This is an optimization exercise on Yosys and OpenROAD, whose aim is a short achievable clock period and few clock cycles, not a production implementation.
Only simulation tests tie the RTL to the original design; equivalence was not proved.
Power figures rest on the tool's default switching activity, not on a simulated workload.

===== flow/design.v =====
module clz24 (
    input  wire [23:0] v,
    output reg  [4:0]  n
);
    integer k;
    always @(*) begin
        n = 5'd24;
        for (k = 0; k < 24; k = k + 1)
            if (v[k]) n = 5'd23 - k[4:0];
    end
endmodule
module rot_unit (
    input  wire        clk,
    input  wire        lda,
    input  wire        ld,
    input  wire [7:0]  din,
    input  wire [7:0]  b0, b1, b2,
    output reg  [63:0] q1,
    output wire [63:0] q2_c
);
    reg [95:0] t0l;
    always @(*) begin
        case (b0[3:0])
            4'd0: t0l = 96'h0;
            4'd1: t0l = 96'h140e92968159fb60a5;
            4'd2: t0l = 96'h281d252d02b3f6c14a;
            4'd3: t0l = 96'h3c2bb7c3840df221ef;
            4'd4: t0l = 96'h503a4a5a0567ed8294;
            4'd5: t0l = 96'h6448dcf086c1e8e339;
            4'd6: t0l = 96'h78576f87081be443de;
            4'd7: t0l = 96'h8c66021d8975dfa483;
            4'd8: t0l = 96'ha07494b40acfdb0528;
            4'd9: t0l = 96'hb483274a8c29d665cd;
            4'd10: t0l = 96'hc891b9e10d83d1c672;
            4'd11: t0l = 96'hdca04c778eddcd2717;
            4'd12: t0l = 96'hf0aedf0e1037c887bc;
            4'd13: t0l = 96'h104bd71a49191c3e861;
            4'd14: t0l = 96'h118cc043b12ebbf4906;
            4'd15: t0l = 96'h12cda96d19445baa9ab;
            default: t0l = 96'd0;
        endcase
    end
    reg [95:0] t0h;
    always @(*) begin
        case (b0[7:4])
            4'd0: t0h = 96'h0;
            4'd1: t0h = 96'h140e92968159fb60a50;
            4'd2: t0h = 96'h281d252d02b3f6c14a0;
            4'd3: t0h = 96'h3c2bb7c3840df221ef0;
            4'd4: t0h = 96'h503a4a5a0567ed82940;
            4'd5: t0h = 96'h6448dcf086c1e8e3390;
            4'd6: t0h = 96'h78576f87081be443de0;
            4'd7: t0h = 96'h8c66021d8975dfa4830;
            4'd8: t0h = 96'ha07494b40acfdb05280;
            4'd9: t0h = 96'hb483274a8c29d665cd0;
            4'd10: t0h = 96'hc891b9e10d83d1c6720;
            4'd11: t0h = 96'hdca04c778eddcd27170;
            4'd12: t0h = 96'hf0aedf0e1037c887bc0;
            4'd13: t0h = 96'h104bd71a49191c3e8610;
            4'd14: t0h = 96'h118cc043b12ebbf49060;
            4'd15: t0h = 96'h12cda96d19445baa9ab0;
            default: t0h = 96'd0;
        endcase
    end
    reg [95:0] t1l;
    always @(*) begin
        case (b1[3:0])
            4'd0: t1l = 96'h0;
            4'd1: t1l = 96'h140e92968159fb60a500;
            4'd2: t1l = 96'h281d252d02b3f6c14a00;
            4'd3: t1l = 96'h3c2bb7c3840df221ef00;
            4'd4: t1l = 96'h503a4a5a0567ed829400;
            4'd5: t1l = 96'h6448dcf086c1e8e33900;
            4'd6: t1l = 96'h78576f87081be443de00;
            4'd7: t1l = 96'h8c66021d8975dfa48300;
            4'd8: t1l = 96'ha07494b40acfdb052800;
            4'd9: t1l = 96'hb483274a8c29d665cd00;
            4'd10: t1l = 96'hc891b9e10d83d1c67200;
            4'd11: t1l = 96'hdca04c778eddcd271700;
            4'd12: t1l = 96'hf0aedf0e1037c887bc00;
            4'd13: t1l = 96'h104bd71a49191c3e86100;
            4'd14: t1l = 96'h118cc043b12ebbf490600;
            4'd15: t1l = 96'h12cda96d19445baa9ab00;
            default: t1l = 96'd0;
        endcase
    end
    reg [95:0] t1h;
    always @(*) begin
        case (b1[7:4])
            4'd0: t1h = 96'h0;
            4'd1: t1h = 96'h140e92968159fb60a5000;
            4'd2: t1h = 96'h281d252d02b3f6c14a000;
            4'd3: t1h = 96'h3c2bb7c3840df221ef000;
            4'd4: t1h = 96'h503a4a5a0567ed8294000;
            4'd5: t1h = 96'h6448dcf086c1e8e339000;
            4'd6: t1h = 96'h78576f87081be443de000;
            4'd7: t1h = 96'h8c66021d8975dfa483000;
            4'd8: t1h = 96'ha07494b40acfdb0528000;
            4'd9: t1h = 96'hb483274a8c29d665cd000;
            4'd10: t1h = 96'hc891b9e10d83d1c672000;
            4'd11: t1h = 96'hdca04c778eddcd2717000;
            4'd12: t1h = 96'hf0aedf0e1037c887bc000;
            4'd13: t1h = 96'h104bd71a49191c3e861000;
            4'd14: t1h = 96'h118cc043b12ebbf4906000;
            4'd15: t1h = 96'h12cda96d19445baa9ab000;
            default: t1h = 96'd0;
        endcase
    end
    reg [95:0] t2l;
    always @(*) begin
        case (din[3:0])
            4'd0: t2l = 96'h0;
            4'd1: t2l = 96'h140e92968159fb60a50000;
            4'd2: t2l = 96'h281d252d02b3f6c14a0000;
            4'd3: t2l = 96'h3c2bb7c3840df221ef0000;
            4'd4: t2l = 96'h503a4a5a0567ed82940000;
            4'd5: t2l = 96'h6448dcf086c1e8e3390000;
            4'd6: t2l = 96'h78576f87081be443de0000;
            4'd7: t2l = 96'h8c66021d8975dfa4830000;
            4'd8: t2l = 96'ha07494b40acfdb05280000;
            4'd9: t2l = 96'hb483274a8c29d665cd0000;
            4'd10: t2l = 96'hc891b9e10d83d1c6720000;
            4'd11: t2l = 96'hdca04c778eddcd27170000;
            4'd12: t2l = 96'hf0aedf0e1037c887bc0000;
            4'd13: t2l = 96'h104bd71a49191c3e8610000;
            4'd14: t2l = 96'h118cc043b12ebbf49060000;
            4'd15: t2l = 96'h12cda96d19445baa9ab0000;
            default: t2l = 96'd0;
        endcase
    end
    reg [95:0] t2h;
    always @(*) begin
        case (din[7:4])
            4'd0: t2h = 96'h0;
            4'd1: t2h = 96'h140e92968159fb60a500000;
            4'd2: t2h = 96'h281d252d02b3f6c14a00000;
            4'd3: t2h = 96'h3c2bb7c3840df221ef00000;
            4'd4: t2h = 96'h503a4a5a0567ed829400000;
            4'd5: t2h = 96'h6448dcf086c1e8e33900000;
            4'd6: t2h = 96'h78576f87081be443de00000;
            4'd7: t2h = 96'h8c66021d8975dfa48300000;
            4'd8: t2h = 96'ha07494b40acfdb052800000;
            4'd9: t2h = 96'hb483274a8c29d665cd00000;
            4'd10: t2h = 96'hc891b9e10d83d1c67200000;
            4'd11: t2h = 96'hdca04c778eddcd271700000;
            4'd12: t2h = 96'hf0aedf0e1037c887bc00000;
            4'd13: t2h = 96'h104bd71a49191c3e86100000;
            4'd14: t2h = 96'h118cc043b12ebbf490600000;
            4'd15: t2h = 96'h12cda96d19445baa9ab00000;
            default: t2h = 96'd0;
        endcase
    end
    wire [95:0] aa_s0_0 = t0l ^ t0h ^ t1l;
    wire [95:0] aa_m0_0 = (t0l & t0h) | (t0l & t1l) | (t0h & t1l);
    wire [95:0] aa_c0_0 = {aa_m0_0[94:0], 1'b0};
    wire [95:0] aa_s1_0 = aa_s0_0 ^ aa_c0_0 ^ t1h;
    wire [95:0] aa_m1_0 = (aa_s0_0 & aa_c0_0) | (aa_s0_0 & t1h) | (aa_c0_0 & t1h);
    wire [95:0] aa_c1_0 = {aa_m1_0[94:0], 1'b0};
    wire [95:0] ab_s0_0 = aa_s1_0 ^ aa_c1_0 ^ t2l;
    wire [95:0] ab_m0_0 = (aa_s1_0 & aa_c1_0) | (aa_s1_0 & t2l) | (aa_c1_0 & t2l);
    wire [95:0] ab_c0_0 = {ab_m0_0[94:0], 1'b0};
    wire [95:0] ab_s1_0 = ab_s0_0 ^ ab_c0_0 ^ t2h;
    wire [95:0] ab_m1_0 = (ab_s0_0 & ab_c0_0) | (ab_s0_0 & t2h) | (ab_c0_0 & t2h);
    wire [95:0] ab_c1_0 = {ab_m1_0[94:0], 1'b0};
    reg  [95:0] ap_s, ap_c;
    always @(posedge clk) begin
        if (lda) begin
            ap_s <= ab_s1_0;
            ap_c <= ab_c1_0;
        end
    end
    wire        sg  = din[7];
    wire [6:0]  cm  = din[6:0] ^ {7{sg}};      
    wire [100:0] dr_s = {5'd0, ap_s} ^ {101{sg}};
    wire [100:0] dr_c = {5'd0, ap_c} ^ {101{sg}};
    reg [100:0] hr0;
    always @(*) begin
        case ({din[7], din[3:0]})
            5'd0: hr0 = 101'h0;
            5'd1: hr0 = 101'h140e92968159fb60a5000000;
            5'd2: hr0 = 101'h281d252d02b3f6c14a000000;
            5'd3: hr0 = 101'h3c2bb7c3840df221ef000000;
            5'd4: hr0 = 101'h503a4a5a0567ed8294000000;
            5'd5: hr0 = 101'h6448dcf086c1e8e339000000;
            5'd6: hr0 = 101'h78576f87081be443de000000;
            5'd7: hr0 = 101'h8c66021d8975dfa483000000;
            5'd8: hr0 = 101'ha07494b40acfdb0528000000;
            5'd9: hr0 = 101'hb483274a8c29d665cd000000;
            5'd10: hr0 = 101'hc891b9e10d83d1c672000000;
            5'd11: hr0 = 101'hdca04c778eddcd2717000000;
            5'd12: hr0 = 101'hf0aedf0e1037c887bc000000;
            5'd13: hr0 = 101'h104bd71a49191c3e861000000;
            5'd14: hr0 = 101'h118cc043b12ebbf4906000000;
            5'd15: hr0 = 101'h12cda96d19445baa9ab000000;
            5'd16: hr0 = 101'h140e92968159fb60a50000002;
            5'd17: hr0 = 101'h12cda96d19445baa9ab000002;
            5'd18: hr0 = 101'h118cc043b12ebbf4906000002;
            5'd19: hr0 = 101'h104bd71a49191c3e861000002;
            5'd20: hr0 = 101'hf0aedf0e1037c887bc000002;
            5'd21: hr0 = 101'hdca04c778eddcd2717000002;
            5'd22: hr0 = 101'hc891b9e10d83d1c672000002;
            5'd23: hr0 = 101'hb483274a8c29d665cd000002;
            5'd24: hr0 = 101'ha07494b40acfdb0528000002;
            5'd25: hr0 = 101'h8c66021d8975dfa483000002;
            5'd26: hr0 = 101'h78576f87081be443de000002;
            5'd27: hr0 = 101'h6448dcf086c1e8e339000002;
            5'd28: hr0 = 101'h503a4a5a0567ed8294000002;
            5'd29: hr0 = 101'h3c2bb7c3840df221ef000002;
            5'd30: hr0 = 101'h281d252d02b3f6c14a000002;
            5'd31: hr0 = 101'h140e92968159fb60a5000002;
            default: hr0 = 101'd0;
        endcase
    end
    reg [100:0] hr1;
    always @(*) begin
        case (din[7:4])
            4'd0: hr1 = 101'h0;
            4'd1: hr1 = 101'h140e92968159fb60a50000000;
            4'd2: hr1 = 101'h281d252d02b3f6c14a0000000;
            4'd3: hr1 = 101'h3c2bb7c3840df221ef0000000;
            4'd4: hr1 = 101'h503a4a5a0567ed82940000000;
            4'd5: hr1 = 101'h6448dcf086c1e8e3390000000;
            4'd6: hr1 = 101'h78576f87081be443de0000000;
            4'd7: hr1 = 101'h8c66021d8975dfa4830000000;
            4'd8: hr1 = 101'h8c66021d8975dfa4830000000;
            4'd9: hr1 = 101'h78576f87081be443de0000000;
            4'd10: hr1 = 101'h6448dcf086c1e8e3390000000;
            4'd11: hr1 = 101'h503a4a5a0567ed82940000000;
            4'd12: hr1 = 101'h3c2bb7c3840df221ef0000000;
            4'd13: hr1 = 101'h281d252d02b3f6c14a0000000;
            4'd14: hr1 = 101'h140e92968159fb60a50000000;
            4'd15: hr1 = 101'h0;
            default: hr1 = 101'd0;
        endcase
    end
    wire [100:0] p_s0_0 = hr0 ^ hr1 ^ dr_s;
    wire [100:0] p_m0_0 = (hr0 & hr1) | (hr0 & dr_s) | (hr1 & dr_s);
    wire [100:0] p_c0_0 = {p_m0_0[99:0], 1'b0};
    wire [100:0] p_s1_0 = p_s0_0 ^ p_c0_0 ^ dr_c;
    wire [100:0] p_m1_0 = (p_s0_0 & p_c0_0) | (p_s0_0 & dr_c) | (p_c0_0 & dr_c);
    wire [100:0] p_c1_0 = {p_m1_0[99:0], 1'b0};
    wire [23:0] lw  = {b2, b1, b0};
    wire [23:0] nlw = 24'd0 - lw;
    wire        lwz = (lw == 24'd0);
    wire [4:0]  lzl, lzn;
    clz24 u_clzl (.v(lw),  .n(lzl));
    clz24 u_clzn (.v(nlw), .n(lzn));
    wire [7:0]  mt  = (sg && lwz) ? (8'd0 - din) : {1'b0, cm};
    reg  [5:0]  lz;
    always @(*) begin
        if (mt[7]) lz = 6'd0;
        else if (mt[6]) lz = 6'd1;
        else if (mt[5]) lz = 6'd2;
        else if (mt[4]) lz = 6'd3;
        else if (mt[3]) lz = 6'd4;
        else if (mt[2]) lz = 6'd5;
        else if (mt[1]) lz = 6'd6;
        else if (mt[0]) lz = 6'd7;
        else lz = 6'd8 + {1'b0, (sg ? lzn : lzl)};
    end
    reg  [100:0] p_s, p_c;
    reg  [4:0]   lz1;
    reg          sg1, zr1;
    always @(posedge clk) begin
        if (ld) begin
            p_s <= p_s1_0;
            p_c <= p_c1_0;
            lz1 <= lz[4:0];
            sg1 <= sg;
            zr1 <= lz[5];
        end
    end
    wire [100:0] z_sum = (p_s << lz1) + (p_c << lz1);
    reg  [55:0]  z2;
    reg  [4:0]   lz2;
    reg          sg2, zr2;
    always @(posedge clk) begin
        z2  <= z_sum[100:45];
        lz2 <= lz1;
        sg2 <= sg1;
        zr2 <= zr1;
    end
    wire        top = z2[55];
    wire [53:0] xz  = z2[55:2];
    wire        gg  = top ? z2[2] : z2[1];
    wire [54:0] xg  = {1'b0, xz} + {54'd0, gg};
    wire [53:0] m1  = top ? xg[54:1] : xg[53:0];
    wire [10:0] e1  = 11'd1041 + {10'd0, top} - {6'd0, lz2};    
    wire [10:0] e1r = e1 + {10'd0, m1[53]};
    wire [116:0] m_s0_0 = (({63'd0, xz} << 1) & 117'h1fffffffffffffffffc00000000000) ^ (~({63'd0, xz} << 5) & 117'h1fffffffffffffffffc00000000000) ^ (~({63'd0, xz} << 8) & 117'h1fffffffffffffffffc00000000000);
    wire [116:0] m_m0_0 = ((({63'd0, xz} << 1) & 117'h1fffffffffffffffffc00000000000) & (~({63'd0, xz} << 5) & 117'h1fffffffffffffffffc00000000000)) | ((({63'd0, xz} << 1) & 117'h1fffffffffffffffffc00000000000) & (~({63'd0, xz} << 8) & 117'h1fffffffffffffffffc00000000000)) | ((~({63'd0, xz} << 5) & 117'h1fffffffffffffffffc00000000000) & (~({63'd0, xz} << 8) & 117'h1fffffffffffffffffc00000000000));
    wire [116:0] m_c0_0 = {m_m0_0[115:0], 1'b0};
    wire [116:0] m_s0_3 = (~({63'd0, xz} << 10) & 117'h1fffffffffffffffffc00000000000) ^ (({63'd0, xz} << 15) & 117'h1fffffffffffffffffc00000000000) ^ (({63'd0, xz} << 18) & 117'h1fffffffffffffffffc00000000000);
    wire [116:0] m_m0_3 = ((~({63'd0, xz} << 10) & 117'h1fffffffffffffffffc00000000000) & (({63'd0, xz} << 15) & 117'h1fffffffffffffffffc00000000000)) | ((~({63'd0, xz} << 10) & 117'h1fffffffffffffffffc00000000000) & (({63'd0, xz} << 18) & 117'h1fffffffffffffffffc00000000000)) | ((({63'd0, xz} << 15) & 117'h1fffffffffffffffffc00000000000) & (({63'd0, xz} << 18) & 117'h1fffffffffffffffffc00000000000));
    wire [116:0] m_c0_3 = {m_m0_3[115:0], 1'b0};
    wire [116:0] m_s0_6 = (({63'd0, xz} << 20) & 117'h1fffffffffffffffffc00000000000) ^ (~({63'd0, xz} << 25) & 117'h1fffffffffffffffffc00000000000) ^ (~({63'd0, xz} << 28) & 117'h1fffffffffffffffffc00000000000);
    wire [116:0] m_m0_6 = ((({63'd0, xz} << 20) & 117'h1fffffffffffffffffc00000000000) & (~({63'd0, xz} << 25) & 117'h1fffffffffffffffffc00000000000)) | ((({63'd0, xz} << 20) & 117'h1fffffffffffffffffc00000000000) & (~({63'd0, xz} << 28) & 117'h1fffffffffffffffffc00000000000)) | ((~({63'd0, xz} << 25) & 117'h1fffffffffffffffffc00000000000) & (~({63'd0, xz} << 28) & 117'h1fffffffffffffffffc00000000000));
    wire [116:0] m_c0_6 = {m_m0_6[115:0], 1'b0};
    wire [116:0] m_s0_9 = (~({63'd0, xz} << 30) & 117'h1fffffffffffffffffc00000000000) ^ (({63'd0, xz} << 35) & 117'h1fffffffffffffffffc00000000000) ^ (({63'd0, xz} << 38) & 117'h1fffffffffffffffffc00000000000);
    wire [116:0] m_m0_9 = ((~({63'd0, xz} << 30) & 117'h1fffffffffffffffffc00000000000) & (({63'd0, xz} << 35) & 117'h1fffffffffffffffffc00000000000)) | ((~({63'd0, xz} << 30) & 117'h1fffffffffffffffffc00000000000) & (({63'd0, xz} << 38) & 117'h1fffffffffffffffffc00000000000)) | ((({63'd0, xz} << 35) & 117'h1fffffffffffffffffc00000000000) & (({63'd0, xz} << 38) & 117'h1fffffffffffffffffc00000000000));
    wire [116:0] m_c0_9 = {m_m0_9[115:0], 1'b0};
    wire [116:0] m_s0_12 = (({63'd0, xz} << 40) & 117'h1fffffffffffffffffc00000000000) ^ (~({63'd0, xz} << 45) & 117'h1fffffffffffffffffc00000000000) ^ (~({63'd0, xz} << 48) & 117'h1fffffffffffffffffc00000000000);
    wire [116:0] m_m0_12 = ((({63'd0, xz} << 40) & 117'h1fffffffffffffffffc00000000000) & (~({63'd0, xz} << 45) & 117'h1fffffffffffffffffc00000000000)) | ((({63'd0, xz} << 40) & 117'h1fffffffffffffffffc00000000000) & (~({63'd0, xz} << 48) & 117'h1fffffffffffffffffc00000000000)) | ((~({63'd0, xz} << 45) & 117'h1fffffffffffffffffc00000000000) & (~({63'd0, xz} << 48) & 117'h1fffffffffffffffffc00000000000));
    wire [116:0] m_c0_12 = {m_m0_12[115:0], 1'b0};
    wire [116:0] m_s0_15 = (~({63'd0, xz} << 50) & 117'h1fffffffffffffffffc00000000000) ^ (({63'd0, xz} << 55) & 117'h1fffffffffffffffffc00000000000) ^ (({63'd0, xz} << 58) & 117'h1fffffffffffffffffc00000000000);
    wire [116:0] m_m0_15 = ((~({63'd0, xz} << 50) & 117'h1fffffffffffffffffc00000000000) & (({63'd0, xz} << 55) & 117'h1fffffffffffffffffc00000000000)) | ((~({63'd0, xz} << 50) & 117'h1fffffffffffffffffc00000000000) & (({63'd0, xz} << 58) & 117'h1fffffffffffffffffc00000000000)) | ((({63'd0, xz} << 55) & 117'h1fffffffffffffffffc00000000000) & (({63'd0, xz} << 58) & 117'h1fffffffffffffffffc00000000000));
    wire [116:0] m_c0_15 = {m_m0_15[115:0], 1'b0};
    wire [116:0] m_s0_18 = (({63'd0, xz} << 60) & 117'h1fffffffffffffffffc00000000000) ^ ({117{gg}} & 117'h147ac00000000000) ^ 117'h5400000000000;
    wire [116:0] m_m0_18 = ((({63'd0, xz} << 60) & 117'h1fffffffffffffffffc00000000000) & ({117{gg}} & 117'h147ac00000000000)) | ((({63'd0, xz} << 60) & 117'h1fffffffffffffffffc00000000000) & 117'h5400000000000) | (({117{gg}} & 117'h147ac00000000000) & 117'h5400000000000);
    wire [116:0] m_c0_18 = {m_m0_18[115:0], 1'b0};
    wire [116:0] m_s1_0 = m_s0_0 ^ m_c0_0 ^ m_s0_3;
    wire [116:0] m_m1_0 = (m_s0_0 & m_c0_0) | (m_s0_0 & m_s0_3) | (m_c0_0 & m_s0_3);
    wire [116:0] m_c1_0 = {m_m1_0[115:0], 1'b0};
    wire [116:0] m_s1_3 = m_c0_3 ^ m_s0_6 ^ m_c0_6;
    wire [116:0] m_m1_3 = (m_c0_3 & m_s0_6) | (m_c0_3 & m_c0_6) | (m_s0_6 & m_c0_6);
    wire [116:0] m_c1_3 = {m_m1_3[115:0], 1'b0};
    wire [116:0] m_s1_6 = m_s0_9 ^ m_c0_9 ^ m_s0_12;
    wire [116:0] m_m1_6 = (m_s0_9 & m_c0_9) | (m_s0_9 & m_s0_12) | (m_c0_9 & m_s0_12);
    wire [116:0] m_c1_6 = {m_m1_6[115:0], 1'b0};
    wire [116:0] m_s1_9 = m_c0_12 ^ m_s0_15 ^ m_c0_15;
    wire [116:0] m_m1_9 = (m_c0_12 & m_s0_15) | (m_c0_12 & m_c0_15) | (m_s0_15 & m_c0_15);
    wire [116:0] m_c1_9 = {m_m1_9[115:0], 1'b0};
    wire [116:0] m_s2_0 = m_s1_0 ^ m_c1_0 ^ m_s1_3;
    wire [116:0] m_m2_0 = (m_s1_0 & m_c1_0) | (m_s1_0 & m_s1_3) | (m_c1_0 & m_s1_3);
    wire [116:0] m_c2_0 = {m_m2_0[115:0], 1'b0};
    wire [116:0] m_s2_3 = m_c1_3 ^ m_s1_6 ^ m_c1_6;
    wire [116:0] m_m2_3 = (m_c1_3 & m_s1_6) | (m_c1_3 & m_c1_6) | (m_s1_6 & m_c1_6);
    wire [116:0] m_c2_3 = {m_m2_3[115:0], 1'b0};
    wire [116:0] m_s2_6 = m_s1_9 ^ m_c1_9 ^ m_s0_18;
    wire [116:0] m_m2_6 = (m_s1_9 & m_c1_9) | (m_s1_9 & m_s0_18) | (m_c1_9 & m_s0_18);
    wire [116:0] m_c2_6 = {m_m2_6[115:0], 1'b0};
    wire [116:0] m_s3_0 = m_s2_0 ^ m_c2_0 ^ m_s2_3;
    wire [116:0] m_m3_0 = (m_s2_0 & m_c2_0) | (m_s2_0 & m_s2_3) | (m_c2_0 & m_s2_3);
    wire [116:0] m_c3_0 = {m_m3_0[115:0], 1'b0};
    wire [116:0] m_s3_3 = m_c2_3 ^ m_s2_6 ^ m_c2_6;
    wire [116:0] m_m3_3 = (m_c2_3 & m_s2_6) | (m_c2_3 & m_c2_6) | (m_s2_6 & m_c2_6);
    wire [116:0] m_c3_3 = {m_m3_3[115:0], 1'b0};
    wire [116:0] m_s4_0 = m_s3_0 ^ m_c3_0 ^ m_s3_3;
    wire [116:0] m_m4_0 = (m_s3_0 & m_c3_0) | (m_s3_0 & m_s3_3) | (m_c3_0 & m_s3_3);
    wire [116:0] m_c4_0 = {m_m4_0[115:0], 1'b0};
    wire [116:0] m_s5_0 = m_s4_0 ^ m_c4_0 ^ m_c3_3;
    wire [116:0] m_m5_0 = (m_s4_0 & m_c4_0) | (m_s4_0 & m_c3_3) | (m_c4_0 & m_c3_3);
    wire [116:0] m_c5_0 = {m_m5_0[115:0], 1'b0};
    wire [116:0] m_s6_0 = m_s5_0 ^ m_c5_0 ^ m_c0_18;
    wire [116:0] m_m6_0 = (m_s5_0 & m_c5_0) | (m_s5_0 & m_c0_18) | (m_c5_0 & m_c0_18);
    wire [116:0] m_c6_0 = {m_m6_0[115:0], 1'b0};
    reg  [116:0] m_s, m_c;
    reg  [10:0]  e3, e3a, e3b;      
    reg          top3, sg3, zr3;
    always @(posedge clk) begin
        q1   <= zr2 ? 64'd0 : {sg2, e1r, m1[51:0]};
        m_s  <= m_s6_0;
        m_c  <= m_c6_0;
        e3   <= e1 - 11'd7;
        e3a  <= e1 - 11'd6;
        e3b  <= e1 - 11'd5;
        top3 <= top;
        sg3  <= sg2;
        zr3  <= zr2;
    end
    wire [70:0] sm = m_s[116:46] + m_c[116:46];
    wire [55:0] w4  = top3 ? sm[68:13] : sm[67:12];
    wire [10:0] e4 = e3, e4a = e3a, e4b = e3b;
    wire        sg4 = sg3, zr4 = zr3;
    wire        top2 = w4[55];
    wire [53:0] ma   = {1'b0, w4[55:3]} + {53'd0, w4[2]};
    wire [53:0] mb   = {1'b0, w4[54:2]} + {53'd0, w4[1]};
    wire [53:0] m2   = top2 ? ma : mb;
    wire [10:0] e2 = (top2 && m2[53]) ? e4b : ((top2 || m2[53]) ? e4a : e4);
    assign q2_c = zr4 ? 64'd0 : {sg4, e2, m2[51:0]};
endmodule
module framer (
    input  wire        clk,
    input  wire        rst,         
    input  wire        bus_we,
    input  wire [7:0]  bus_addr,
    input  wire [31:0] bus_wdata,
    output reg  [31:0] bus_rdata,
    output wire [7:0]  tx_data,
    output wire        tx_last,
    output wire        tx_valid,
    input  wire        tx_ready
);
    localparam [5:0] R_CMD = 6'h00, R_STATUS = 6'h01, R_ERRARG = 6'h02,
                     R_CFG = 6'h03, R_RPM_L = 6'h04, R_RPM_R = 6'h05,
                     R_RXD = 6'h06, R_CKRES = 6'h07, R_M1_RPM = 6'h08,
                     R_M1_STAT = 6'h09, R_M1_POS = 6'h0A, R_M2_RPM = 6'h0B,
                     R_M2_STAT = 6'h0C, R_M2_POS = 6'h0D, R_IO1 = 6'h0E,
                     R_IO2 = 6'h0F, R_IO1_FLAGS = 6'h10, R_M1_ROT_LO = 6'h11,
                     R_M1_ROT_HI = 6'h12, R_M2_ROT_LO = 6'h13,
                     R_M2_ROT_HI = 6'h14;
    localparam [3:0] OP_ENC_INIT = 4'h1, OP_STATUS_POLL = 4'h2,
                     OP_RPM_SET = 4'h3, OP_PARSE = 4'h4, OP_CKSUM = 4'h5;
    localparam [3:0] E_RPM_RANGE = 4'd1, E_UNKNOWN_LAYOUT = 4'd2,
                     E_TRUNCATED = 4'd3, E_CHECKSUM = 4'd4, E_ILLEGAL = 4'd5;
    localparam [2:0] RDY_L14 = 3'd3, RDY_L16 = 3'd3;
    reg         busy;
    reg         ph_tx, ph_rx, ph_wait, ph_fin;
    reg         cfg_vck;
    reg  [31:0] rpm_l, rpm_r;
    reg         done, err, ign;
    reg  [3:0]  errcode, lastop;
    reg  [15:0] errarg;
    reg  [7:0]  ckres;
    reg  [1:0]  layout;
    reg  [15:0] m1_rpm, m2_rpm, io1, io2;
    reg  [7:0]  m1_stat, m2_stat;
    reg  [31:0] m1_pos, m2_pos;
    reg  [63:0] m1_rot, m2_rot;
    reg  [7:0]  txsh [0:12];
    reg  [3:0]  txrem;
    reg         txv, txl;
    reg         rx_ck;          
    reg         vck;
    reg  [7:0]  rxb [0:22];
    reg  [4:0]  rxcnt;          
    reg  [7:0]  rxsum;
    reg  [7:0]  rxlast;
    reg  [2:0]  rcnt;           
    reg  [3:0]  pend_code;
    reg  [3:0]  pend_arg;
    integer i;
    wire [5:0] widx   = bus_addr[7:2];
    wire       wr_cmd = bus_we && (widx == R_CMD);
    wire       wr_sts = bus_we && (widx == R_STATUS);
    wire       wr_cfg = bus_we && (widx == R_CFG);
    wire       wr_rl  = bus_we && (widx == R_RPM_L);
    wire       wr_rr  = bus_we && (widx == R_RPM_R);
    wire       wr_rxd = bus_we && (widx == R_RXD);
    wire [3:0] op       = bus_wdata[3:0];
    wire [7:0] rx_data  = bus_wdata[7:0];
    wire       rx_end   = bus_wdata[8];
    wire       rx_nodat = bus_wdata[9];
    wire       accept = wr_cmd && !busy;
    wire       rx_wr  = wr_rxd && ph_rx;
    wire       rx_app = rx_wr && !rx_nodat;
    wire       rx_fin = rx_wr && rx_end;
    wire l_oor = (rpm_l[31:15] != {17{rpm_l[15]}});
    wire r_oor = (rpm_r[31:15] != {17{rpm_r[15]}});
    wire [7:0] rpm_body_sum = 8'hB7 + 8'hB8 + 8'h01 + 8'hCF + 8'h07 + 8'h01
                            + rpm_l[7:0] + rpm_l[15:8] + 8'h01
                            + rpm_r[7:0] + rpm_r[15:8] + 8'h00;
    wire [7:0] rpm_ck = 8'd0 - rpm_body_sum;
    wire        psel = (rxcnt >= 5'd12);         
    reg         pre_m, pre_a;
    always @(posedge clk) begin
        if (accept) begin
            pre_m <= 1'b0;
            pre_a <= 1'b0;
        end else if (rx_app) begin
            pre_m <= (rxcnt == 5'd10 || rxcnt == 5'd17);
            pre_a <= (rxcnt == 5'd9  || rxcnt == 5'd16);
        end
    end
    wire        rld  = rx_app && pre_m;
    wire        rlda = rx_app && pre_a;
    wire [63:0] ru_q1, ru_q2;
    rot_unit u_rot (.clk(clk), .lda(rlda), .ld(rld), .din(rx_data),
                    .b0(psel ? rxb[15] : rxb[8]),
                    .b1(psel ? rxb[16] : rxb[9]),
                    .b2(psel ? rxb[17] : rxb[10]),
                    .q1(ru_q1), .q2_c(ru_q2));
    reg  [2:0]  rv;            
    reg  [63:0] h1_q1, h1_q2;
    always @(posedge clk) begin
        rv <= {rv[1:0], rld && !psel};
        if (rv[2]) begin
            h1_q1 <= ru_q1;
            h1_q2 <= ru_q2;
        end
    end
    wire [63:0] r1_q1 = h1_q1, r1_q2 = h1_q2, r2_q1 = ru_q1, r2_q2 = ru_q2;
    wire [5:0] n_end   = {1'b0, rxcnt} + {5'd0, !rx_nodat};
    wire [7:0] d4_end  = (rxcnt == 5'd4 && !rx_nodat) ? rx_data : rxb[4];
    wire       e_lay14 = (d4_end == 8'd14);
    wire       e_lay16 = (d4_end == 8'd16);
    wire       e_short = (n_end < 6'd5);
    wire       e_trunc = e_lay14 ? (n_end < 6'd20) : (n_end < 6'd24);
    wire       e_sumnz = rx_nodat ? (rxsum != 8'd0) : (rx_data != 8'd0 - rxsum);
    wire [7:0] e_last  = rx_nodat ? rxlast : rx_data;
    wire [7:0] e_exp   = rx_nodat ? (rxlast - rxsum) : (8'd0 - rxsum);
    wire [7:0] ck_end  = rx_nodat ? (8'd0 - rxsum) : (8'd0 - rxsum - rx_data);
    wire       s_lay14 = (rxb[4] == 8'd14);
    wire       rot_rdy = (rcnt >= (s_lay14 ? RDY_L14 : RDY_L16));
    wire       end_ok  = !rx_ck && !e_short && (e_lay14 || e_lay16) && !e_trunc
                         && !(vck && e_sumnz);
    wire       succ    = (rx_fin && end_ok && rot_rdy) || (ph_wait && rot_rdy);
    wire       tx_xfer = txv && tx_ready;
    always @(posedge clk) begin
        if (rx_app && rxcnt < 5'd23)
            rxb[rxcnt] <= rx_data;
        if (accept) begin
            case (op)
                OP_ENC_INIT: begin
                    txsh[0] <= 8'hB7; txsh[1] <= 8'hB8; txsh[2] <= 8'h01;
                    txsh[3] <= 8'h0A; txsh[4] <= 8'h01; txsh[5] <= 8'h0A;
                    txsh[6] <= 8'h7B;
                end
                OP_STATUS_POLL: begin
                    txsh[0] <= 8'hB7; txsh[1] <= 8'hB8; txsh[2] <= 8'h01;
                    txsh[3] <= 8'h04; txsh[4] <= 8'h01; txsh[5] <= 8'hD8;
                    txsh[6] <= 8'hB3;
                end
                default: begin
                    txsh[0]  <= 8'hB7;        txsh[1]  <= 8'hB8;
                    txsh[2]  <= 8'h01;        txsh[3]  <= 8'hCF;
                    txsh[4]  <= 8'h07;        txsh[5]  <= 8'h01;
                    txsh[6]  <= rpm_l[7:0];   txsh[7]  <= rpm_l[15:8];
                    txsh[8]  <= 8'h01;
                    txsh[9]  <= rpm_r[7:0];   txsh[10] <= rpm_r[15:8];
                    txsh[11] <= 8'h00;        txsh[12] <= rpm_ck;
                end
            endcase
        end else if (tx_xfer) begin
            for (i = 0; i < 12; i = i + 1)
                txsh[i] <= txsh[i + 1];
        end
        if (rst) begin
            busy      <= 1'b0;
            ph_tx     <= 1'b0;
            ph_rx     <= 1'b0;
            ph_wait   <= 1'b0;
            ph_fin    <= 1'b0;
            cfg_vck   <= 1'b0;
            rpm_l     <= 32'd0;
            rpm_r     <= 32'd0;
            done      <= 1'b0;
            err       <= 1'b0;
            ign       <= 1'b0;
            errcode   <= 4'd0;
            lastop    <= 4'd0;
            errarg    <= 16'd0;
            ckres     <= 8'd0;
            layout    <= 2'd0;
            txrem     <= 4'd0;
            txv       <= 1'b0;
            txl       <= 1'b0;
            rx_ck     <= 1'b0;
            vck       <= 1'b0;
            rxcnt     <= 5'd0;
            rxsum     <= 8'd0;
            rxlast    <= 8'd0;
            rcnt      <= 3'd0;
            pend_code <= 4'd0;
            pend_arg  <= 4'd0;
        end else begin
            if (wr_sts && bus_wdata[3])
                ign <= 1'b0;
            if (wr_cfg)
                cfg_vck <= bus_wdata[0];
            if (wr_rl)
                rpm_l <= bus_wdata;
            if (wr_rr)
                rpm_r <= bus_wdata;
            if ((wr_cmd && busy) || (wr_rxd && !ph_rx))
                ign <= 1'b1;
            if (rcnt != 3'd0 && rcnt != 3'd7)
                rcnt <= rcnt + 3'd1;
            if (accept) begin
                busy    <= 1'b1;
                done    <= 1'b0;
                err     <= 1'b0;
                errcode <= 4'd0;
                errarg  <= 16'd0;
                ckres   <= 8'd0;
                layout  <= 2'd0;
                lastop  <= op;
                rcnt    <= 3'd0;
                case (op)
                    OP_ENC_INIT, OP_STATUS_POLL: begin
                        txrem <= 4'd7;
                        txv   <= 1'b1;
                        txl   <= 1'b0;
                        ph_tx <= 1'b1;
                    end
                    OP_RPM_SET: begin
                        if (l_oor || r_oor) begin
                            pend_code <= E_RPM_RANGE;
                            pend_arg  <= {2'd0, r_oor, l_oor};
                            ph_fin    <= 1'b1;
                        end else begin
                            txrem <= 4'd13;
                            txv   <= 1'b1;
                            txl   <= 1'b0;
                            ph_tx <= 1'b1;
                        end
                    end
                    OP_PARSE, OP_CKSUM: begin
                        rx_ck  <= (op == OP_CKSUM);
                        vck    <= cfg_vck;
                        rxcnt  <= 5'd0;
                        rxsum  <= 8'd0;
                        rxlast <= 8'd0;
                        ph_rx  <= 1'b1;
                    end
                    default: begin
                        pend_code <= E_ILLEGAL;
                        pend_arg  <= op;
                        ph_fin    <= 1'b1;
                    end
                endcase
            end
            if (tx_xfer) begin
                txrem <= txrem - 4'd1;
                txl   <= (txrem == 4'd2);
                if (txrem == 4'd1) begin
                    txv   <= 1'b0;
                    ph_tx <= 1'b0;
                    busy  <= 1'b0;
                    done  <= 1'b1;
                end
            end
            if (rx_app) begin
                if (rxcnt != 5'd31)
                    rxcnt <= rxcnt + 5'd1;
                rxsum  <= rxsum + rx_data;
                rxlast <= rx_data;
                if (rxcnt == 5'd18)
                    rcnt <= 3'd1;
            end
            if (rx_fin) begin
                ph_rx <= 1'b0;
                if (rx_ck) begin
                    ckres <= ck_end;
                    busy  <= 1'b0;
                    done  <= 1'b1;
                end else if (e_short) begin
                    errcode <= E_TRUNCATED;
                    errarg  <= {10'd0, n_end};
                    err     <= 1'b1;
                    busy    <= 1'b0;
                    done    <= 1'b1;
                end else if (!e_lay14 && !e_lay16) begin
                    errcode <= E_UNKNOWN_LAYOUT;
                    errarg  <= {8'd0, d4_end};
                    err     <= 1'b1;
                    busy    <= 1'b0;
                    done    <= 1'b1;
                end else if (e_trunc) begin
                    errcode <= E_TRUNCATED;
                    errarg  <= {10'd0, n_end};
                    err     <= 1'b1;
                    busy    <= 1'b0;
                    done    <= 1'b1;
                end else if (vck && e_sumnz) begin
                    errcode <= E_CHECKSUM;
                    errarg  <= {e_exp, e_last};
                    err     <= 1'b1;
                    busy    <= 1'b0;
                    done    <= 1'b1;
                end else if (!rot_rdy) begin
                    ph_wait <= 1'b1;
                end
            end
            if (succ) begin
                ph_wait <= 1'b0;
                busy    <= 1'b0;
                done    <= 1'b1;
                layout  <= s_lay14 ? 2'd1 : 2'd2;
            end
            if (ph_fin) begin
                ph_fin  <= 1'b0;
                busy    <= 1'b0;
                done    <= 1'b1;
                err     <= 1'b1;
                errcode <= pend_code;
                errarg  <= {12'd0, pend_arg};
            end
        end
    end
    always @(posedge clk) begin
        if (ph_rx || ph_wait) begin
            m1_rpm  <= {rxb[6], rxb[5]};
            m1_stat <= rxb[7];
            m1_pos  <= {rxb[11], rxb[10], rxb[9], rxb[8]};
            m2_rpm  <= {rxb[13], rxb[12]};
            m2_stat <= rxb[14];
            m2_pos  <= {rxb[18], rxb[17], rxb[16], rxb[15]};
            io1     <= {rxb[20], rxb[19]};
            io2     <= {rxb[22], rxb[21]};
            m1_rot  <= s_lay14 ? r1_q2 : r1_q1;
            m2_rot  <= s_lay14 ? r2_q2 : r2_q1;
        end
    end
    assign tx_valid = txv;
    assign tx_data  = txsh[0];
    assign tx_last  = txl;
    wire tel_ok = (layout != 2'd0);
    wire l16_ok = layout[1];
    always @(*) begin
        case (bus_addr[7:2])
            R_STATUS:    bus_rdata = {16'd0, lastop, 2'b00, layout, errcode,
                                      ign, err, done, busy};
            R_ERRARG:    bus_rdata = {16'd0, errarg};
            R_CFG:       bus_rdata = {31'd0, cfg_vck};
            R_RPM_L:     bus_rdata = rpm_l;
            R_RPM_R:     bus_rdata = rpm_r;
            R_CKRES:     bus_rdata = {24'd0, ckres};
            R_M1_RPM:    bus_rdata = tel_ok ? {{16{m1_rpm[15]}}, m1_rpm} : 32'd0;
            R_M1_STAT:   bus_rdata = tel_ok ? {24'd0, m1_stat} : 32'd0;
            R_M1_POS:    bus_rdata = tel_ok ? m1_pos : 32'd0;
            R_M2_RPM:    bus_rdata = tel_ok ? {{16{m2_rpm[15]}}, m2_rpm} : 32'd0;
            R_M2_STAT:   bus_rdata = tel_ok ? {24'd0, m2_stat} : 32'd0;
            R_M2_POS:    bus_rdata = tel_ok ? m2_pos : 32'd0;
            R_IO1:       bus_rdata = l16_ok ? {{16{io1[15]}}, io1} : 32'd0;
            R_IO2:       bus_rdata = l16_ok ? {{16{io2[15]}}, io2} : 32'd0;
            R_IO1_FLAGS: bus_rdata = l16_ok ? {25'd0, io1[6:0]} : 32'd0;
            R_M1_ROT_LO: bus_rdata = tel_ok ? m1_rot[31:0] : 32'd0;
            R_M1_ROT_HI: bus_rdata = tel_ok ? m1_rot[63:32] : 32'd0;
            R_M2_ROT_LO: bus_rdata = tel_ok ? m2_rot[31:0] : 32'd0;
            R_M2_ROT_HI: bus_rdata = tel_ok ? m2_rot[63:32] : 32'd0;
            default:     bus_rdata = 32'd0;    
        endcase
    end
endmodule

===== flow/run.sh =====
#!/bin/bash
# synth_recipe.tcl (not shown) runs the flow's synth.tcl, then flattens the netlist and writes it again
# the make line also repeats each setting of config.mk as NAME=value (left out here)
make -C /OpenROAD-flow-scripts/flow DESIGN_CONFIG=/design/flow/config.mk WORK_HOME=/design/flow/orfs CLKGATE_MAP_FILE= SYNTH_SCRIPT=/design/flow/synth_recipe.tcl finish

===== flow/config.mk =====
export PLATFORM = sky130hd
export DESIGN_NAME = framer
export DESIGN_NICKNAME = framer
export VERILOG_FILES = /design/flow/design.v
export SDC_FILE = /design/flow/constraint.sdc
export NUM_CORES = 4
export LEC_CHECK = 0
export ABC_CLOCK_PERIOD_IN_PS = 4000
export CAP_MARGIN = 20
export CORE_MARGIN = 2
export CORE_UTILIZATION = 40
export SETUP_SLACK_MARGIN = 4
export SLEW_MARGIN = 20

===== flow/constraint.sdc =====
create_clock -name core_clock -period 10.0 [get_ports {clk}]
set_input_delay 2.0000 -clock core_clock [delete_from_list [all_inputs] [get_ports {clk}]]
set_output_delay 2.0000 -clock core_clock [all_outputs]
set_load 0.01 [all_outputs]

==> out/metrics.csv <==
stage,metric,value,unit
sta,setup_viol,0,
floorplan,dieArea,0.2811,mm^2
global_route,overflow,0,
cts,clk_path_buf_depth,3,
flow_run,max_cap_viol_count,0,
setup_path,required,8000,ps
cts,clk_pin_slew,60,ps
cts,cts_tree,done,
floorplan,initial_utilization,0.4013,
finish,multi_input_area,0.06509,mm^2
global_route,grt_pass1_wl,582200,um
routing,met2_wirelength,187000,um
setup_path,crit_arrival,4340,ps
routing,route.detailed.drc,0,
cts,cts_sinks,1483,
logic_synthesis,ys_ff_latch,1483,
logic_synthesis,yosysMostFrequentCell,inv_1,
global_route,grtUsageTotal,0.2858,
finish,final_cells,14413,
outcome,status,timing/DRC/antenna clean,
floorplan,die_y,530.2,um
logic_synthesis,syn_nets,12112,
finish,utilization,0.4453,
power,p_seq_frac,0.480,
place,io_buffers,83,
setup_path,cp-start-kind,input port,
cts,clk_latency,860,ps
power,peakVddDrop,0.0001545,V
floorplan,row_count,193,
power,p_leak,49.32,nW
finish,nets,12038,
routing,drt_pass1_iterations,9,
place,hpwl,322200,um
logic_synthesis,synth-edff-count,1015,
logic_synthesis,synth_top_cell_area_share,0.2752,
sta,fin_crit,6343,ps
routing,top_layer_used,met5,
setup_path,path_class,input port to output port,
cts,cts_buffers,161,
place,gp_congestion,1.047,
logic_synthesis,synth.area.top_cells,"edfxtp_1 28%, fa_1 16%, dfxtp_1 8.5%",
routing,via_per_inst,5.841,
global_route,antenna_found_initial,7,
place,place_inst,14042,
logic_synthesis,yosysSeqAreaShare,0.3598,
power,p_int,0.01046,W
power,p_sw_frac,0.2397,
power,power_density,111.9,mW/mm^2
setup_path,crit_path_end_kind,output port,
floorplan,core-area,0.2760,mm^2
routing,wl,408800,um
logic_synthesis,synth.largest_area_cell,edfxtp_1,
logic_synthesis,ys_warn_count,4,
power,power_switching,0.003297,W
sta,slew-limit-headroom,0.1468,
power,clockPowerShare,0.446,
logic_synthesis,synth.distinct_cells,107,
cts,clockRootBuffer,clkbuf_16,
global_route,grt_max_degree,175,
worst_hold_path,min_path_type,register to register,
logic_synthesis,syn_inst,10646,
routing,drtIter0Drc,10213,
sta,fmax,157.7,MHz
sta,hold_ws,334.4,ps
global_route,grt_pass1_vias,82931,
power,combPwrFrac,0.074,
routing,wl_per_cell,28.36,um
sta,hold_violations,0,
routing,wl_met3,32460,um
finish,area_delta_synth_final,10.97,%
logic_synthesis,postSynthAreaPerCell,10.40,um^2
logic_synthesis,synthTopCellsByCount,"1286 x inv_1, 1105 x nand2_1, 1015 x edfxtp_1",
routing,via_count,84182,
setup_path,critPathMaxFanout,8,
floorplan,die_w,530.2,um
finish,n_fill_cell,25731,
logic_synthesis,synth.cell_area,0.1108,mm^2
finish,final_layout_size_suffix_gt1_frac,0.1106,
sta,fin_crit_sh,0.6343,
routing,met1_length,166000,um
sta,fin_setup_tns,0,ps
sta,clock_skew,80.86,ps
sta,worst_pin_slew,1244,ps
logic_synthesis,async_reset_ff_frac,0,
setup_path,crit_slowest_cell,a222oi_1,
routing,antenna_left,0,
logic_synthesis,synth_flop_cell,edfxtp_1,
cts,htree_levels,4,
setup_path,path_cells,buf_8 > nand2b_4 > or3_4 > buf_4 > nor2_4 > buf_12 > a222oi_1 > nand3_1 > a221oi_4 > nor2b_1 > o21ai_2 > nand3_2 > buf_6,
sta,rsz0062_at_grt,yes,
sta,report.final.slew_viol_count,0,
setup_path,crit_path_max_incr_delay,410,ps
finish,seq_area,0.03986,mm^2
floorplan,io_pins,86,
[what timing repair did]
item / CTS / global route
endpoints found under the setup margin: 267 / 170
pin swaps: 45 / 35
hold buffers: 0 / 0
cloned: 9 / 4
hold endpoints to repair: 0 / 0
buffers inserted: 40 / 19
resized for setup: 299 / 124
[final timing paths]
path	from	end	slack (ps)	cells past startpoint
worst min register to register	rv[0]$_DFF_P_	rv[1]$_DFF_P_	330	0
worst max-delay path	bus_addr[7]	bus_rdata[4]	3660	13
worst max register to register	rxcnt[2]$_SDFF_PP0_	u_rot.ap_s[25]$_DFFE_PP_	4060	17
worst min-delay path	rv[0]$_DFF_P_	rv[1]$_DFF_P_	330	0
[area by class of cell]
class / count / area share
Sequential cell: 1483 / 0.3243
Clock inverter: 77 / 0.008338
Timing Repair inverter: 1 / 0.00006108
Antenna cell: 5 / 0.0001018
Inverter: 1297 / 0.04008
Multi-Input combinational cell: 7337 / 0.5296
Timing Repair Buffer: 291 / 0.02333
Clock buffer: 217 / 0.03643
Tap cell: 3705 / 0.03772
[flip-flops by register name (all words and copies together), names as in the netlist, 67 cells and up]
name / cells
txsh: 104
u_rot.p_s: 101
rxb: 152
u_rot.p_c: 100
u_rot.m_c: 67
u_rot.ap_s: 93
u_rot.ap_c: 82
u_rot.m_s: 67
[cells by family (layout without fill, tap and decap cells)]
family | count (synthesis) | in the layout | share of synthesized area
AOI/OAI and AO/OA | 1936 | 1936 | 0.1127
xor gates and xnor gates | 507 | 507 | 0.04009
adders and majority gates | 1425 | 1425 | 0.2211
buffers and inverters | 1826 | 1883 | 0.06228
DFF | 1483 | 1483 | 0.3598
muxes | 735 | 735 | 0.09268
other | 0 | 5 | 0
and+or+nand+nor | 2734 | 2734 | 0.1113
[cell usage in the layout, fill, tap and decap left out, types with 43 or more instances in the layout]
master,netlist,routed
and2_1,83,81
mux4_2,210,210
nand2b_1,46,43
o22ai_1,67,65
o21a_1,67,67
nand2_1,1105,1102
nor3_1,170,156
inv_1,1286,1277
a21o_1,123,123
nor4_1,52,44
a222oi_1,53,53
buf_4,1,165
nand3_1,180,160
a31oi_1,84,83
nor2_1,738,723
fa_1,888,888
a21oi_1,593,571
mux2_2,216,215
a211oi_1,71,68
o211ai_1,49,49
o21ai_0,372,352
mux2i_1,301,283
nor2b_1,54,54
dfxtp_1,468,461
nand4_1,98,98
and3_1,49,49
a22oi_1,107,104
xnor2_1,267,266
xor2_1,240,240
edfxtp_1,1015,1015
clkbuf_16,0,170
ha_1,534,529
[power groups by stage]
stage	Sequential (W)	Combinational, W	Clock, W
2_1_floorplan	0.00673	0.000498	0
3_3_place_gp	0.00673	0.000955	0
3_5_place_dp	0.00673	0.000978	0
4_1_cts	0.00660	0.000995	0.00623
5_1_grt	0.00660	0.00108	0.00647
6_report	0.00660	0.00102	0.00614
[stage by stage]
stage / worst slack, ps / total power (W) / instance area, um^2
detailed placement: 1989 / 0.007709 / 115500
global placement: 2077 / 0.007686 / 115500
floorplan: 4057 / 0.007229 / 110800
CTS: 3800 / 0.01382 / 122200
finish: 3657 / 0.01376 / 122900
global route: 3664 / 0.01415 / 122900
[routing by layer]
metal,GRT usage,vias to the layer above
li1,-,36888
met1,0.3817,42363
met2,0.4566,4127
met3,0.04247,802
met4,0.1341,2
met5,0,-
[worst max-delay path: cells and delay by family]
| kind | cells | cell delay, ps |
|---|---|---|
| AO/OA/AOI/OAI | 3 | 1020 |
| AND/OR/NAND/NOR | 6 | 770 |
| buffers and inverters | 4 | 520 |
Testbench counts, summed over its fixed seeds: cycles 13,975.

-- static timing again, ports no longer ideal --
The results above use ideal ports. As a check the final layout listed here was re-extracted and re-timed, cells and wires unchanged. Step 1, drivers: a clkbuf_16 drives clk and a buf_2 each remaining input, both assumed. Step 2 moves the port delays by t, midway between the first and last clock arrival at a register: inputs arrive t later, outputs are due t later. That takes back most of the time a late clock gives input paths. a / b / c = ideal / step 1 / step 2; a / b = the first two.
t (ns): 0.919
setup WS [ns]: 3.657 / 3.602 / 3.211
worst register clock-pin slew, ns: 0.08 / 0.08
After both steps setup and hold are still met in this run. The setup slack of this run moves by -0.055 ns with the drivers and by -0.446 ns with both steps.
